What follows belongs to an exercise in optimizing a design on an open flow for small area and a short achievable clock period; a production flow would make more cautious choices. Function was checked by simulation only, so behaviour that the tests miss may differ from the original. Power is estimated from default activity; no workload was simulated.

==> flow/design.v (excerpt) <==
module cga_qenc (
    input  wire       clk,
    input  wire       rst,         
    input  wire       in_valid,
    input  wire       in_sol,      
    input  wire [7:0] in_r,
    input  wire [7:0] in_g,
    input  wire [7:0] in_b,
    output reg        out_valid,
    output reg  [3:0] out_idx,
    output reg  [7:0] out_comp0,   
    output reg  [7:0] out_comp1    
);
==> flow/config.mk <==
export PLATFORM = sky130hd
export DESIGN_NAME = cga_qenc
export DESIGN_NICKNAME = cga_qenc
export VERILOG_FILES = /design/flow/design.v
export SDC_FILE = /design/flow/constraint.sdc
export NUM_CORES = 4
export LEC_CHECK = 0
export ABC_AREA = 1
export CAP_MARGIN = 20
export CORE_MARGIN = 2
export CORE_UTILIZATION = 40
export PLACE_DENSITY = 0.6
export SLEW_MARGIN = 20
==> flow/constraint.sdc <==
create_clock -name core_clock -period 40.0 [get_ports {clk}]
set_input_delay 8.0000 -clock core_clock [delete_from_list [all_inputs] [get_ports {clk}]]
set_output_delay 8.0000 -clock core_clock [all_outputs]
set_load 0.01 [all_outputs]
standard.sh (not shown) runs the stock make flow with config.mk's settings and CLKGATE_MAP_FILE= SYNTH_SCRIPT=/design/flow/synth_recipe.tcl, a recipe that flattens the netlist after the stock synthesis.
==> flow/flow/run.sh <==
#!/bin/bash
# The standard layout (standard.sh), with three changes:
#  - synthesis maps the logic with flow/abc_area.script (area-oriented),
#  - no separate full/half-adder extraction before that mapping,
#  - the port buffers are buf_1 cells.
set -euo pipefail
here=$PWD
export MY_ABC_SCRIPT=$here/flow/abc_area.script
bash standard.sh SYNTH_SCRIPT=$here/flow/my_synth.tcl ADDER_MAP_FILE= \
  "BUFFER_PORTS_ARGS=-buffer_cell sky130_fd_sc_hd__buf_1" finish > standard.log 2>&1
==> flow/flow/abc_area.script <==
strash
&get -n
&deepsyn -T 60
&put
dch -f
amap
topo
upsize -D 6500
dnsize -D 6500
topo
==> flow/flow/my_synth.tcl <==
# synth_recipe.tcl, with the logic mapped by this flow's own ABC script
# (flow/abc_area.script) in place of the platform's. Registers, their names
# and everything else are as in the standard synthesis.
proc synth {args} { yosys synth -nofsm -noshare {*}$args }
proc abc {args} {
  set i [lsearch -exact $args -script]
  if { $i >= 0 } { lset args [expr { $i + 1 }] $::env(MY_ABC_SCRIPT) }
  yosys abc {*}$args
}
source $::env(SCRIPTS_DIR)/synth.tcl
# left out here: clear keep_hierarchy, flatten, clean up, hide names made inside functions, write 1_2_yosys.v
Then changed:
==> flow/flow/abc_area.script (replaced) <==
strash
&get -n
&deepsyn -T 60
&put
dch -f
amap
topo
upsize -D 6000
dnsize -D 6000
topo
CORE_UTILIZATION = 70   (was 40)
PLACE_DENSITY = 0.85   (was 0.6)
Hold slack barely changes.
Global-route usage rose by 15 points.
First-iteration DRC count rose by well over a third.
Count of clock-buffer cells in the layout rose by 1.
Core utilization rose by 33 points.
Then changed:
==> flow/flow/abc_area.script (replaced) <==
strash
&get -n
&deepsyn -T 60
&put
dch -f
amap
topo
upsize -D 6800
dnsize -D 6800
topo
CORE_UTILIZATION = 40   (was 70)
PLACE_DENSITY = 0.6   (was 0.85)
What happened: The new run ran to the end with no violations. Count of clock-buffer cells in the layout went down by 1. Global-route usage went down by 16 points. Maximum frequency barely changes. Non-clock buffer count stays the same. First-iteration DRC count went down by 30%. Wire length went down by 8.0%. Via count went down by 9.4%. Synthesized area went down by 4.6%. Core utilization went down by 32 points. Final area went down by about 3%. Cell count went up by 5.3%.
Then changed:
==> flow/flow/abc_area.script (replaced) <==
strash
&get -n
&deepsyn -T 60
&put
dch -f
amap
topo
Critical path depth rises by 45.
Total power rises by 0.30%.
Setup slack is worse by 0.13 ns.
Cell area falls by 0.33%.
Via count rises by 2.3%.
Global-route usage rises by 0.66 points.
Sequential share of layout area rises by 0.10 points.
Then changed:
==> flow/flow/abc_area.script (replaced) <==
strash
&get -n
&deepsyn -T 60
&put
dch -f
amap
topo
upsize -D 6000
dnsize -D 6000
topo
What happened: Total power goes up by 4.7%. Die area grows by 5.0%. Sequential cell count does not change. Setup slack gains 0.15 ns. Final area grows by 5.4%. Core utilization came out lower by 0.44 points. Sequential power stays flat. Global-route usage decreases by 0.12 points.

==> static timing again, ports no longer ideal <==
How much do the figures lean on ideal ports? The routed layouts below were timed once more, with nothing changed but the port constraints.
Step 1 sets driving cells, clkbuf_16 on the clock port and buf_2 on the other inputs (assumed; they add their load-dependent delay and slew).
Step 2 adds t to the input delays and takes it off the output delays; t is the mean of the earliest and latest rising clock arrival at the registers after step 1. Input paths then give back, and output paths get back, about the clock's delay inside the block.
a / b / c = ideal / step 1 / step 2; a / b = the first two.
run	t (ns)	slack for setup (ns)	worst hold slack (ns)	worst setup path after step 2	worst data-port slew with drivers (ns)
the first run	0.333	31.218 / 31.187 / 31.319	0.459 / 0.459 / 0.459	input to register	0.03
the second run	0.318	31.205 / 31.180 / 31.295	0.457 / 0.457 / 0.457	input to register	0.05
the third run	0.333	31.193 / 31.163 / 31.321	0.454 / 0.454 / 0.454	input to register	0.03
the fourth run	0.328	31.063 / 31.063 / 31.063	0.461 / 0.461 / 0.461	register to register	0.03
the fifth run	0.333	31.211 / 31.178 / 31.314	0.459 / 0.459 / 0.459	input to register	0.03
After both steps setup and hold are still met in every run listed.
